Background: an optimization exercise with open tools, aiming at small area. Do not read the settings as production practice.
RTL that was checked went through simulation tests only; none was proved equivalent to the original.
The RTL of run 1 was laid out without a check of its function.
No activity file was given, so power comes from the tool's default toggle rates.

[flow/config.mk]
export PLATFORM = sky130hd
export DESIGN_NAME = bdsp_analyser
export DESIGN_NICKNAME = bdsp_analyser
export VERILOG_FILES = /design/flow/design.v
export SDC_FILE = /design/flow/constraint.sdc
export NUM_CORES = 4
export LEC_CHECK = 0
export CAP_MARGIN = 20
export CORE_MARGIN = 2
export CORE_UTILIZATION = 60
export CTS_BUF_LIST = sky130_fd_sc_hd__clkbuf_2 sky130_fd_sc_hd__clkbuf_4
export PLACE_DENSITY = 0.75
export SLEW_MARGIN = 20
[flow/constraint.sdc]
create_clock -name core_clock -period 6.0 [get_ports {clk}]
set_input_delay 1.2000 -clock core_clock [delete_from_list [all_inputs] [get_ports {clk}]]
set_output_delay 1.2000 -clock core_clock [all_outputs]
set_load 0.01 [all_outputs]
[flow/design.v]
module bdsp_analyser (
    input  wire        clk,
    input  wire        rst,
    input  wire        start,
    input  wire [11:0] blob_len,
    input  wire [7:0]  en0,
    input  wire [7:0]  en1,
    input  wire        in_valid,
    input  wire [7:0]  in_data,
    output wire        in_ready,
    output wire        done,
    output wire        malformed,
    output wire [7:0]  on0,
    output wire [7:0]  on1,
    output wire [7:0]  off0,
    output wire [7:0]  off1,
    output wire [7:0]  gs0,
    output wire [7:0]  xt0,
    output wire [7:0]  xt1,
    output wire [7:0]  ctgt_ae0,
    output wire [7:0]  ctgt_ae1,
    output wire [7:0]  ctgt_gen,
    output wire [7:0]  ctgt_base,
    output wire [3:0]  ncoef,
    output wire [1:0]  mode,
    output wire [1:0]  sinsel,
    output wire        genstop,
    output wire [1:0]  mdir,
    output wire [1:0]  bdir0,
    output wire [1:0]  bdir1,
    output wire        reg_valid,
    output wire [7:0]  reg_flags,
    output wire [55:0] reg_val,
    output wire [3:0]  int_app,
    output wire [15:0] int_addr,
    output wire [7:0]  int_nbytes
);
    localparam [2:0] S_IDLE = 3'b000, S_HDR = 3'b001, S_BODY = 3'b010,
                     S_DOK  = 3'b100, S_DMAL = 3'b101;
    localparam [1:0] K_SKIP = 2'd0, K_FW = 2'd1, K_COEF = 2'd2, K_REG = 2'd3;
    reg  [2:0]  st;
    reg  [11:0] rem;       
    reg  [11:0] crem;      
    reg  [6:0]  cnt;       
    reg  [1:0]  kind;
    reg  [3:0]  app;
    reg  [4:0]  sa;        
    reg         sa_ok;     
    reg  [3:0]  nhi;       
    reg  [13:0] q;         
    reg  [13:0] p;         
    reg  [14:0] seen;      
    reg  [14:0] ctgt;      
    reg         seen_fw;
    reg  [3:0]  ncnt;
    reg         fb;        
    reg  [1:0]  sins;
    reg  [1:0]  md, bd0, bd1;
    reg         rv;
    reg  [7:0]  rf;
    reg  [55:0] rvl;
    reg  [15:0] iaddr;
    reg  [7:0]  inb;
    wire in_hdr   = (st == S_HDR);
    wire in_body  = (st == S_BODY);
    wire at_chunk = in_hdr && (cnt[2:0] == 3'd0);
    wire rem_lt8  = (rem[11:3] == 9'd0);
    assign in_ready  = in_body || (in_hdr && !(at_chunk && rem_lt8));
    assign done      = st[2];
    assign malformed = st[0];
    assign on0  = {p[0] & ~q[0], p[7:1] & ~q[7:1]};
    assign off0 = {p[0] &  q[0], p[7:1] &  q[7:1]};
    assign on1  = {2'b00, p[13:8] & ~q[13:8]};
    assign off1 = {2'b00, p[13:8] &  q[13:8]};
    assign genstop = rv & rf[7];
    assign gs0  = {genstop & q[0] & ~p[0], 7'd0};
    assign xt0       = {ctgt[0], ctgt[7:1]};
    assign xt1       = {2'b00, ctgt[13:8]};
    assign ctgt_gen  = {7'd0, ctgt[0]};
    assign ctgt_ae0  = {1'b0, ctgt[7:1]};
    assign ctgt_ae1  = {2'b00, ctgt[13:8]};
    assign ctgt_base = {7'd0, ctgt[14]};
    assign ncoef  = ncnt;
    assign mode   = (ncnt == 4'd0) ? 2'd0 : ((ncnt[3:1] != 3'd0) || fb) ? 2'd1 : 2'd2;
    assign sinsel = sins;
    assign mdir   = md;
    assign bdir0  = bd0;
    assign bdir1  = bd1;
    assign reg_valid = rv;
    assign reg_flags = rf;
    assign reg_val   = rvl;
    assign int_app[0] = ctgt[1] | ctgt[3] | ctgt[5] | ctgt[7] | ctgt[9] | ctgt[11] | ctgt[13];
    assign int_app[1] = ctgt[2] | ctgt[3] | ctgt[6] | ctgt[7] | ctgt[10] | ctgt[11] | ctgt[14];
    assign int_app[2] = ctgt[4] | ctgt[5] | ctgt[6] | ctgt[7] | ctgt[12] | ctgt[13] | ctgt[14];
    assign int_app[3] = |ctgt[14:8];
    assign int_addr   = iaddr;
    assign int_nbytes = inb;
    wire        take   = in_valid && in_ready;
    wire        z      = (in_data == 8'd0);
    wire        dir_ok = (in_data[7:2] == 6'd0) && !(in_data[1] && in_data[0]);
    wire [11:0] len    = {crem[11:8], in_data};
    wire [11:0] n      = {nhi, in_data};
    wire [6:0]  cnt_inc = (cnt == 7'd127) ? cnt : cnt + 7'd1;
    wire [4:0]  sin_w  = 5'd17 - sa;            
    wire        is_fw   = (kind == K_FW);
    wire        is_coef = (kind == K_COEF);
    wire        is_greg = (kind == K_REG) && (app == 4'd0);
    wire        idle    = (st == S_IDLE);
    wire        hdr7    = in_hdr && take && (cnt[2:0] == 3'd7);
    wire        btake   = in_body && take;
    wire [15:0] app_dec = 16'd1 << app;
    wire [15:0] slot_dec = 16'd1 << cnt[3:0];
    wire        dir_hit = q[cnt[3:0]] ? z : (in_data == 8'd1);
    wire        coef8_ne = btake && is_coef && (cnt == 7'd8) && (n != 12'd0);
    always @(posedge clk) begin
        p       <= {14{!idle}} & (p | ({14{btake && is_fw && cnt[6:4] == 3'd0 && dir_hit}} & slot_dec[13:0]));
        seen    <= {15{!idle}} & (seen | ({15{hdr7 && kind == K_COEF}} & app_dec[14:0]));
        ctgt    <= {15{!idle}} & (ctgt | ({15{coef8_ne}} & app_dec[14:0]));
        seen_fw <= !idle & (seen_fw | (hdr7 && kind == K_FW));
        rv      <= !idle & (rv | (hdr7 && kind == K_REG && app == 4'd0));
    end
    integer i;
    always @(posedge clk) begin
        if (rst) begin
            st <= S_IDLE;
        end else begin
            case (st)
            S_IDLE: begin
                cnt     <= 7'd0;
                ncnt    <= 4'd0;
                sins    <= 2'd0;
                md      <= 2'd2;
                bd0     <= 2'd2;
                bd1     <= 2'd2;
                if (start) begin
                    st  <= S_HDR;
                    rem <= blob_len;
                    q   <= {en1[5:0], en0[6:0], en0[7]};
                end
            end
            S_HDR: begin
                if (at_chunk && rem_lt8) begin
                    st <= (rem[2:0] == 3'd0) ? S_DOK : S_DMAL;
                end else if (take) begin
                    rem <= rem - 12'd1;
                    cnt <= cnt + 7'd1;
                    case (cnt[2:0])
                    3'd0: kind <= z ? K_FW : K_SKIP;
                    3'd1: if (!z) kind <= K_SKIP;
                    3'd2: if (kind != K_SKIP)
                              kind <= (in_data[7:2] == 6'd0) ? in_data[1:0] : K_SKIP;
                    3'd3: begin
                        app <= in_data[3:0];
                        if (kind == K_FW) begin
                            if (!z) kind <= K_SKIP;
                        end else if (in_data[7:4] != 4'd0 || in_data[3:0] == 4'd15) begin
                            kind <= K_SKIP;
                        end
                    end
                    3'd4, 3'd5: if (!z) st <= S_DMAL;
                    3'd6: begin
                        crem[11:8] <= in_data[3:0];
                        if (in_data[7:4] != 4'd0) st <= S_DMAL;
                    end
                    3'd7: begin
                        crem <= len;
                        cnt  <= 7'd0;
                        begin
                            case (kind)
                            K_FW: begin
                                st <= (seen_fw || len < 12'd17) ? S_DMAL : S_BODY;
                            end
                            K_COEF: begin
                                st <= (seen[app] || len < 12'd9) ? S_DMAL : S_BODY;
                            end
                            K_REG: begin
                                st <= (len < 12'd8 || (app == 4'd0 && rv)) ? S_DMAL : S_BODY;
                            end
                            default:
                                if (len != 12'd0) st <= S_BODY;
                            endcase
                        end
                    end
                    endcase
                end
            end
            S_BODY: begin
                if (rem == 12'd0) st <= S_DMAL;
                if (take) begin
                    rem  <= rem - 12'd1;
                    crem <= crem - 12'd1;
                    cnt  <= cnt_inc;
                    if (is_fw && cnt < 7'd17) begin
                        if (!dir_ok) st <= S_DMAL;
                        case (cnt[4:0])
                        5'd14: md  <= in_data[1:0];
                        5'd15: bd0 <= in_data[1:0];
                        5'd16: bd1 <= in_data[1:0];
                        default: ;
                        endcase
                    end
                    if (is_coef) begin
                        case (cnt)
                        7'd0, 7'd1, 7'd5, 7'd6: if (!z) st <= S_DMAL;
                        7'd2: begin
                            if (ncnt == 4'd0) iaddr[15:8] <= in_data;
                            sa_ok <= z;
                        end
                        7'd3: begin
                            if (ncnt == 4'd0) iaddr[7:0] <= in_data;
                            sa <= in_data[4:0];
                            if (in_data[7:5] != 3'd0 || in_data[4:0] > 5'd16) sa_ok <= 1'b0;
                        end
                        7'd4: if (ncnt == 4'd0) fb <= (in_data != 8'd1);
                        7'd7: begin
                            nhi <= in_data[3:0];
                            if (in_data[7:4] != 4'd0) st <= S_DMAL;
                        end
                        7'd8: begin
                            cnt <= 7'd127;
                            if (in_data[1:0] != 2'd0 || n >= crem) begin
                                st <= S_DMAL;
                            end else if (n != 12'd0) begin
                                ncnt <= ncnt + 4'd1;
                                if (ncnt == 4'd0) begin
                                    inb <= in_data;
                                    if (n > 12'd160) fb <= 1'b1;
                                end
                                if (app == 4'd0 && sa_ok && n[11:2] >= {5'd0, sin_w})
                                    cnt <= {sa + 5'd14, 2'b11};
                            end
                        end
                        7'd126: sins <= in_data[0] ? 2'd2 : 2'd1;
                        default: ;
                        endcase
                    end
                    if (is_greg) begin
                        if (cnt == 7'd0) rf <= in_data;
                        for (i = 1; i < 8; i = i + 1)
                            if (cnt == i) rvl[(i-1)*8 +: 8] <= in_data;
                    end
                    if (crem == 12'd1) begin
                        st  <= S_HDR;
                        cnt <= 7'd0;
                    end
                    if (is_fw && cnt < 7'd17 && !dir_ok) st <= S_DMAL;
                    if (is_coef && (cnt == 7'd0 || cnt == 7'd1 || cnt == 7'd5 || cnt == 7'd6) && !z)
                        st <= S_DMAL;
                    if (is_coef && cnt == 7'd7 && in_data[7:4] != 4'd0) st <= S_DMAL;
                    if (is_coef && cnt == 7'd8 && (in_data[1:0] != 2'd0 || n >= crem)) st <= S_DMAL;
                end
            end
            default: begin
                st <= S_IDLE;
            end
            endcase
        end
    end
endmodule
[flow/run.sh]
#!/bin/bash
# synth_recipe.tcl (not shown) runs the flow's synth.tcl, then flattens the netlist and writes it again
# the make line also repeats each setting of config.mk as NAME=value (left out here)
make -C /OpenROAD-flow-scripts/flow DESIGN_CONFIG=/design/flow/config.mk WORK_HOME=/design/flow/orfs CLKGATE_MAP_FILE= SYNTH_SCRIPT=/design/flow/synth_recipe.tcl finish
==> results of run 1 <==
-- cell families (layout without fill, tap and decap cells) --
family	after synthesis	in the layout
adder cells (fa/ha/maj)	31	31
multiplexers	10	10
AND/OR/NAND/NOR	317	317
other	1	30
XOR/XNOR	23	23
flip-flops	211	211
AO/OA/AOI/OAI	163	163
buffers and inverters	110	344
-- worst register-to-register path, delay by kind of cell (launching register included) --
family          cells  cell delay (ns)
simple gates        4             1.47
flops               1             0.66
fa+ha+maj           1             0.37
buf+inv             1             0.17
compound gates      1             0.13
-- power by group through the flow --
stage | Clock, mW | Combinational [mW] | Sequential, mW
floorplan | 0 | 0.488 | 1.77
global placement | 0 | 0.672 | 1.82
detailed placement | 0 | 0.678 | 1.82
CTS | 1.25 | 0.685 | 1.79
global route | 1.33 | 0.759 | 1.81
finish | 1.23 | 0.696 | 1.80
-- state kept, by name, indices dropped and copies added (netlist names), 5 cells and up --
name   flops
p         14
crem      12
q         14
sa         5
rem       12
seen      15
ctgt      15
rvl       56
rf         8
inb        8
cnt        7
iaddr     16
-- final cells by class --
class | count | area [um2]
clock inverter | 13 | 106.4
clock buffer | 77 | 578.1
timing repair buffer | 219 | 2160
inverter | 35 | 131.4
fill | 1111 | 3358
multi-input combinational | 574 | 3551
tap | 216 | 270.3
sequential | 211 | 5846
-- per-stage QoR --
step                utilization [%]  worst slack, ns  hold WS, ns  total power, mW  instances
finish                        79.01            1.479       0.4560            3.721       1345
global route                  79.01            1.329       0.4824            3.892       1345
CTS                           78.97            1.502       0.4596            3.730       1345
detailed placement            74.70            1.929       0.4458            2.501       1255
global placement              74.70            1.983       0.4335            2.494       1255
floorplan                         -            2.539       0.4198            2.263        895
-- path summary, 6_finish.rpt --
path | slack, ns | endpoint | start | cells after the start
worst max-delay path | 1.48 | in_ready | cnt[0]$_DFFE_PP_ | 7
worst min-delay path | 0.46 | seen[10]$_DFF_P_ | seen[10]$_DFF_P_ | 2
worst max register to register | 2.80 | crem[1]$_DFFE_PP_ | cnt[0]$_DFFE_PP_ | 7
worst min register to register | 0.46 | seen[10]$_DFF_P_ | seen[10]$_DFF_P_ | 2
-- placed cells by master (no fill, tap or decap), types with 5 or more instances in the layout --
cell type	instances
a21oi_1	32
a31oi_1	30
and2_1	18
and3_1	7
buf_4	13
clkbuf_4	77
clkdlybuf4s50_1	206
clkinv_1	9
conb_1	30
dfxtp_1	49
edfxtp_1	162
ha_1	31
inv_1	35
mux4_2	5
nand2_1	79
nand2b_1	13
nand3_1	23
nand4_1	11
nor2_1	80
nor2b_1	22
nor3_1	19
nor4_1	9
o211ai_1	9
o21ai_0	39
o21ai_1	16
or3_1	5
xnor2_1	15
xor2_1	7
-- layer usage --
metal | GRT usage, % | vias up | share of wire, %
met3 | 5.575 | 81 | 8.2
met5 | 0 | - | 0
met2 | 46.21 | 434 | 49
li1 | - | 3584 | -
met1 | 36.52 | 3580 | 40
met4 | 12.60 | 0 | 3.7
==> reports/qor.yml, run 1 <==
sta:
  fmax_mhz: 221.2
  finalHoldViolCount: 0
  slew_headroom_pct: 23.19
  skew_ns: 0.04977
  rsz0062_at_grt: "no"
  final-setup-viol-count: 0
  fin_tns_setup_ns: 0
  drv_slew: 0
  tightestPinTransition_ns: 1.143
  fin_crit_ns: 4.521
  period_share_pct: 75.35
critical_path:
  slowest_stage: "edfxtp_1"
  worstSetupPathType: "register to output pin"
  crit_chain: "inv_1 > ha_1 > and2b_1 > nand4_1 > nand2_1 > nand2_1 > clkdlybuf4s50_1"
  worstPathMaxFanout: 10
  critPathTopFamily: "simple AND/OR/NAND/NOR gates"
  end_kind: "output pin"
  slowest_delay_ns: 0.61
  worstPathArrival_ns: 3.32
  crit_buf_inv: 2
  crit_top_cell: "nand2_1"
  critPathRequiredTime_ns: 4.80
  start_kind: "register"
yosys:
  yosysTopAreaCellShare_pct: 49.27
  avgSynthCellArea_um2: 11.40
  synth-adder-area-share_pct: 3.928
  synth_cell_types: 70
  synth_top_family_by_area: "simple AND/OR/NAND/NOR gates"
  synth_compound_area_share_pct: 10.24
  yosys.area_share.simple_pct: 16.65
  synth-xor-area-share_pct: 2.116
  ys.warnings.count: 1
  netlist_top_cells_count: "162 x edfxtp_1, 80 x nor2_1, 79 x nand2_1"
  yosysMostFrequentCell: "edfxtp_1"
  ys_ff_latch: 211
  synth_area_leaders: "edfxtp_1 49%, dfxtp_1 9.9%, ha_1 3.9%"
  ys_async_sr_fraction_pct: 0
  synth_area_um2: 9874
  synthFlopType: "edfxtp_1"
  netlist_instances: 866
  yosysTopAreaCell: "edfxtp_1"
  muxShareOfSynthArea_pct: 1.660
  seq_area_frac_synth_pct: 59.20
  synth_edf_count: 162
cts:
  cts_resized: 0
  htree_levels: 2
  cts_tree: "built"
  cts.clk_slew.worst_paths_ns: 0.07
  cts.sinks: 211
  cts_buffer_depth: 3
  holdBufCountCts: 0
  cts-buffers-inserted: 51
  cts_setup_buffers: 0
  clock_latency_ns: 0.67
  clockRootBuffer: "clkbuf_4"
floorplan:
  start_util_pct: 61.71
  fp.coreArea_um2: 16000
  io_pins: 239
  die_h_um: 132.3
  std_cell_rows: 46
  die_area_um2: 17500
  die_x_um: 132.3
place:
  gp_congestion: 0.9611
  portBuffers: 206
  placed_cell_area_um2: 11950
  dp_hpwl_mm: 17.49
drt:
  postRouteAntennaNets: 0
  vias: 7679
  totalWireLength_mm: 24.93
  viasPerCell: 5.709
  drc_errors: 0
  wl_per_cell_um: 18.54
  dr.pass1.iters: 6
  drt-initial-drc-count: 777
power_and_ir_drop:
  pwr-share-seq_pct: 48.3
  power.density_nw_per_um2: 294.3
  p_int_mw: 2.605
  p_sw_mw: 1.116
  clkPwrFrac_pct: 33.0
  leakage_nw: 4.529
  sw_frac_of_total_pct: 29.99
  peakVddDrop_uv: 223.0
  p_comb_share_pct: 18.7
grt:
  grt_use_total_pct: 28.13
  antenna_found_initial: 0
  grt_max_degree: 28
  grt_pass1_wl_mm: 38.83
  grt.overflow.total: 0
  grt_pass1_vias: 7257
layout:
  drive_above_1_share_pct: 10.54
  antennaDiodeCount: 0
  area_delta_synth_final_pct: 28.03
  fin_nets: 1163
  finalInstanceArea_um2: 12640
flow_run:
  max_cap_viol_count: 0
outcome:
  status: "no timing/DRC/antenna violations"
min_path:
  hp-class: "register to register"
==> run 2: changes to the inputs <==
--- a/flow/design.v
+++ b/flow/design.v
@@ -106,19 +106,4 @@
     wire        is_coef = (kind == K_COEF);
     wire        is_greg = (kind == K_REG) && (app == 4'd0);
-    wire        idle    = (st == S_IDLE);
-    wire        hdr7    = in_hdr && take && (cnt[2:0] == 3'd7);
-    wire        btake   = in_body && take;
-    wire [15:0] app_dec = 16'd1 << app;
-    wire [15:0] slot_dec = 16'd1 << cnt[3:0];
-    wire        dir_hit = q[cnt[3:0]] ? z : (in_data == 8'd1);
-    wire        coef8_ne = btake && is_coef && (cnt == 7'd8) && (n != 12'd0);
-    always @(posedge clk) begin
-        p       <= {14{!idle}} & (p | ({14{btake && is_fw && cnt[6:4] == 3'd0 && dir_hit}} & slot_dec[13:0]));
-        seen    <= {15{!idle}} & (seen | ({15{hdr7 && kind == K_COEF}} & app_dec[14:0]));
-        ctgt    <= {15{!idle}} & (ctgt | ({15{coef8_ne}} & app_dec[14:0]));
-        seen_fw <= !idle & (seen_fw | (hdr7 && kind == K_FW));
-        rv      <= !idle & (rv | (hdr7 && kind == K_REG && app == 4'd0));
-    end
-    integer i;
     always @(posedge clk) begin
         if (rst) begin
@@ -128,4 +113,8 @@
             S_IDLE: begin
                 cnt     <= 7'd0;
+                p       <= 14'd0;
+                seen    <= 15'd0;
+                ctgt    <= 15'd0;
+                seen_fw <= 1'b0;
                 ncnt    <= 4'd0;
                 sins    <= 2'd0;
@@ -133,4 +122,5 @@
                 bd0     <= 2'd2;
                 bd1     <= 2'd2;
+                rv      <= 1'b0;
                 if (start) begin
                     st  <= S_HDR;
@@ -166,13 +156,18 @@
                         crem <= len;
                         cnt  <= 7'd0;
-                        begin
+                        if (len >= rem) begin
+                            st <= S_DMAL;
+                        end else begin
                             case (kind)
                             K_FW: begin
+                                seen_fw <= 1'b1;
                                 st <= (seen_fw || len < 12'd17) ? S_DMAL : S_BODY;
                             end
                             K_COEF: begin
+                                seen[app] <= 1'b1;
                                 st <= (seen[app] || len < 12'd9) ? S_DMAL : S_BODY;
                             end
                             K_REG: begin
+                                if (app == 4'd0) rv <= 1'b1;
                                 st <= (len < 12'd8 || (app == 4'd0 && rv)) ? S_DMAL : S_BODY;
                             end
@@ -186,5 +181,4 @@
             end
             S_BODY: begin
-                if (rem == 12'd0) st <= S_DMAL;
                 if (take) begin
                     rem  <= rem - 12'd1;
@@ -197,5 +191,6 @@
                         5'd15: bd0 <= in_data[1:0];
                         5'd16: bd1 <= in_data[1:0];
-                        default: ;
+                        default:
+                            if (q[cnt[3:0]] ? z : (in_data == 8'd1)) p[cnt[3:0]] <= 1'b1;
                         endcase
                     end
@@ -223,4 +218,5 @@
                             end else if (n != 12'd0) begin
                                 ncnt <= ncnt + 4'd1;
+                                ctgt[app] <= 1'b1;
                                 if (ncnt == 4'd0) begin
                                     inb <= in_data;
@@ -237,6 +233,6 @@
                     if (is_greg) begin
                         if (cnt == 7'd0) rf <= in_data;
-                        for (i = 1; i < 8; i = i + 1)
-                            if (cnt == i) rvl[(i-1)*8 +: 8] <= in_data;
+                        if (cnt[6:3] == 4'd0 && cnt[2:0] != 3'd0)
+                            rvl[(cnt[2:0] - 3'd1) * 8 +: 8] <= in_data;
                     end
                     if (crem == 12'd1) begin
--- a/flow/config.mk
+++ b/flow/config.mk
@@ -8,6 +8,5 @@
 export CAP_MARGIN = 20
 export CORE_MARGIN = 2
-export CORE_UTILIZATION = 60
-export CTS_BUF_LIST = sky130_fd_sc_hd__clkbuf_2 sky130_fd_sc_hd__clkbuf_4
-export PLACE_DENSITY = 0.75
+export CORE_UTILIZATION = 40
+export PLACE_DENSITY = 0.6
 export SLEW_MARGIN = 20
==> run 2 against run 1 <==
  * Final area up 16%
  * Combinational power down 24%
  * First-iteration DRC count down 27%
  * Non-clock buffer count up 7
  * Via count up 11%
  * Critical path depth up 1
  * Clock skew down 0.038 ns
  * Count of clock-buffer cells in the layout down 49
  * Sequential share of layout area down 3.1 points
  * Clock power up about 20%
  * Sequential power down 3%
  * Routed wire length up 25%
  * Largest power group unchanged
==> reports/qor.yml, run 2 <==
sta:
  period_share_pct: 78.86  # was 75.35%
  holdWs_ns: 0.5637  # was 0.4560 ns
  setup_slack_ns: 1.269  # was 1.479 ns
  skew_ns: 0.01165  # was 0.04977 ns
  finalHoldViolCount: 0  # unchanged
  fin_crit_ns: 4.731  # was 4.521 ns
  drv_slew: 0  # unchanged
  rsz0062_at_grt: "no"  # unchanged
  final-setup-viol-count: 0  # unchanged
  fin_tns_setup_ns: 0  # unchanged
  fmax_mhz: 211.4  # was 221.2 MHz
  tightestPinTransition_ns: 0.9199  # was 1.143 ns
  slew_headroom_pct: 38.34  # was 23.19%
layout:
  area_delta_synth_final_pct: 27.35  # was 28.03%
  largest_reg_flops: 56  # unchanged
  fillCellCount: 2474  # was 1111
  final_common_cell: "edfxtp_1"  # was clkdlybuf4s50_1
  fin_nets: 1307  # was 1163
  multiInputGateArea_um2: 4629  # was 3551 um2
  drive_above_1_share_pct: 10.36  # was 10.54%
  antennaDiodeCount: 0  # unchanged
  final_cell_mix: "208 x edfxtp_1, 206 x clkdlybuf4s50_1, 118 x nor2_1"  # was 206 x clkdlybuf4s50_1, 162 x edfxtp_1, 80 x nor2_1
  seq_area_um2: 6306  # was 5846 um2
yosys:
  avgSynthCellArea_um2: 11.35  # was 11.40 um2
  synthFlopType: "edfxtp_1"  # unchanged
  ys_async_sr_fraction_pct: 0  # unchanged
  synth_cell_types: 67  # was 70
  yosysTopAreaCell: "edfxtp_1"  # unchanged
  synth-xor-area-share_pct: 2.062  # was 2.116%
  yosysTopAreaCellShare_pct: 54.47  # was 49.27%
  synth_edf_count: 208  # was 162
  yosys.area_share.simple_pct: 14.80  # was 16.65%
  netlist_instances: 1010  # was 866
  ys_ff_latch: 211  # unchanged
  ys.warnings.count: 1  # unchanged
  muxShareOfSynthArea_pct: 6.405  # was 1.660%
  synth_area_um2: 11470  # was 9874 um2
  synth_compound_area_share_pct: 9.482  # was 10.24%
  synth_top_family_by_area: "simple AND/OR/NAND/NOR gates"  # unchanged
  yosysMostFrequentCell: "edfxtp_1"  # unchanged
  netlist_top_cells_count: "208 x edfxtp_1, 119 x nor2_1, 78 x a21oi_1"  # was 162 x edfxtp_1, 80 x nor2_1, 79 x nand2_1
  synth-adder-area-share_pct: 6.307  # was 3.928%
  synth_area_leaders: "edfxtp_1 54%, ha_1 6.2%, mux2_2 4.6%"  # was edfxtp_1 49%, dfxtp_1 9.9%, ha_1 3.9%
  seq_area_frac_synth_pct: 54.99  # was 59.20%
floorplan:
  die_h_um: 173.3  # was 132.3 um
  die_x_um: 173.3  # was 132.3 um
  die_area_um2: 30040  # was 17500 um2
  fp.coreArea_um2: 28010  # was 16000 um2
  io_pins: 239  # unchanged
  std_cell_rows: 61  # was 46
  start_util_pct: 40.94  # was 61.71%
drt:
  wl_per_cell_um: 19.45  # was 18.54 um
  dr.pass1.iters: 5  # was 6
  vias: 8526  # was 7679
  drc_errors: 0  # unchanged
  viasPerCell: 5.315  # was 5.709
  postRouteAntennaNets: 0  # unchanged
  drt-initial-drc-count: 565  # was 777
  totalWireLength_mm: 31.19  # was 24.93 mm
critical_path:
  start_kind: "register"  # unchanged
  slowest_stage: "edfxtp_1"  # unchanged
  worstSetupPathType: "register to output pin"  # unchanged
  critPathTopFamily: "adder cells"  # was simple AND/OR/NAND/NOR gates
  worstPathArrival_ns: 3.53  # was 3.32 ns
  critPathRequiredTime_ns: 4.80  # about the same
  end_kind: "output pin"  # unchanged
  crit_chain: "inv_1 > ha_1 > ha_1 > nor2b_1 > nand3_1 > nand2_1 > nand2_1 > clkdlybuf4s50_1"  # was inv_1 > ha_1 > and2b_1 > nand4_1 > nand2_1 > nand2_1 > clkdlybuf4s50_1
  slowest_delay_ns: 0.61  # about the same
  worstPathMaxFanout: 12  # was 10
  crit_buf_inv: 2  # unchanged
cts:
  cts-buffers-inserted: 25  # was 51
  cts.sinks: 211  # unchanged
  cts_tree: "built"  # unchanged
  htree_levels: 1  # was 2
  cts_resized: 0  # unchanged
  cts_setup_buffers: 0  # unchanged
  clock_latency_ns: 0.52  # was 0.67 ns
  holdBufCountCts: 0  # unchanged
  clockRootBuffer: "clkbuf_16"  # was clkbuf_4
  cts.clk_slew.worst_paths_ns: 0.06  # was 0.07 ns
  cts_buffer_depth: 3  # unchanged
grt:
  grt_use_total_pct: 20.07  # was 28.13%
  grt_use_met1_pct: 26.18  # was 36.52%
  grt_use_met2_pct: 31.73  # was 46.21%
  antenna_found_initial: 1  # was 0
  grt.overflow.total: 0  # unchanged
  grt_pass1_wl_mm: 47.96  # was 38.83 mm
  grt_pass1_vias: 8435  # was 7257
  busiest_layer: "met2"  # unchanged
  grt_use_met3_pct: 6.908  # was 5.575%
  grt_max_degree: 57  # was 28
outcome:
  status: "no timing/DRC/antenna violations"  # unchanged
power_and_ir_drop:
  leakage_nw: 5.267  # was 4.529 nW
  peakVddDrop_uv: 228.2  # was 223.0 uV
  p_total_mw: 3.768  # was 3.721 mW
  power.density_nw_per_um2: 258.0  # was 294.3 nW/um2
place:
  portBuffers: 206  # unchanged
  place_ws_ns: 1.449  # was 1.929 ns
  gp_congestion: 0.9163  # was 0.9611
  dp_hpwl_mm: 21.73  # was 17.49 mm
flow_run:
  max_cap_viol_count: 0  # unchanged
min_path:
  hp-class: "register to register"  # unchanged
[run 2: metrics by stage]
| step | utilization [%] | area [um2] | std cells |
|---|---|---|---|
| after CTS | 52.10 | 14590 | 1604 |
| after detailed placement | 49.28 | 13800 | 1561 |
| final | 52.14 | 14600 | 1604 |
| after global routing | 52.14 | 14600 | 1604 |
| after global placement | 49.28 | 13800 | 1561 |
| after floorplan | - | 11580 | 1039 |
[run 2: worst reg2reg max path, stage by stage, from the launching register on]
cell	delay [ns]
edfxtp_1	0.66
inv_1	0.21
ha_1	0.39
ha_1	0.60
and3_1	0.24
inv_1	0.05
ha_1	0.29
nor4_1	0.33
nand4_1	0.18
nor2b_1	0.24
nor2b_1	0.71
mux2_2	0.42
[run 2: final timing paths]
path | endpoint | startpoint | slack (ns) | depth (start not counted)
min | rvl[16]$_DFFE_PP_ | rvl[16]$_DFFE_PP_ | 0.56 | 2
max reg2reg | rvl[39]$_DFFE_PP_ | cnt[1]$_DFFE_PP_ | 1.45 | 11
max | in_ready | cnt[1]$_DFFE_PP_ | 1.27 | 8
min reg2reg | rvl[16]$_DFFE_PP_ | rvl[16]$_DFFE_PP_ | 0.56 | 2
[run 2: where the power goes]
group / switching (mW) / total (mW) / internal [mW] / leakage [nW]
sequential: 0.0593 / 1.75 / 1.69 / 1.96
clock: 0.598 / 1.48 / 0.887 / 0.388
combinational: 0.304 / 0.530 / 0.226 / 2.92
[run 2: logic make-up after synthesis]
kind of cell / Yosys count
and+or+nand+nor: 340
AOI/OAI and AO/OA: 179
other: 1
adders and majority gates: 58
xor gates and xnor gates: 27
DFF: 211
buffers and inverters: 134
muxes: 60
[run 2: area by class of cell]
class	instances	area share [%]
Sequential cell	211	43.18
Multi-Input combinational cell	694	31.70
Timing Repair Buffer	226	15.15
Clock buffer	28	4.361
Tap cell	378	3.239
Inverter	52	1.337
Clock inverter	15	1.037
[run 2: routing by layer]
| layer | wire, um | up-vias |
|---|---|---|
| li1 | - | 4029 |
| met1 | 13450 | 4104 |
| met2 | 13920 | 331 |
| met3 | 2924 | 60 |
| met4 | 886 | 2 |
| met5 | 13 | - |

-- separate check: timing with driven ports --
How much do the figures lean on ideal ports? The routed layouts below were timed once more, with nothing changed but the port constraints. Step 1 assumes that a clkbuf_16 drives the clock port and a buf_2 every other input. Step 2, shift: input delay + t, output delay - t, t = (earliest + latest rising clock arrival at the registers) / 2. This alone moves slack from input paths to output paths. a / b / c = no drivers / after step 1 / after step 2; a / b = the first two.
run	t, ns	setup WS [ns]	worst data-port slew with drivers (ns)	cell pins on the clock port's net
run 1	0.686	1.479 / 1.441 / 1.784	0.05	1
run 2	0.565	1.269 / 1.221 / 1.431	0.07	1
After both steps setup and hold are still met in every run listed.
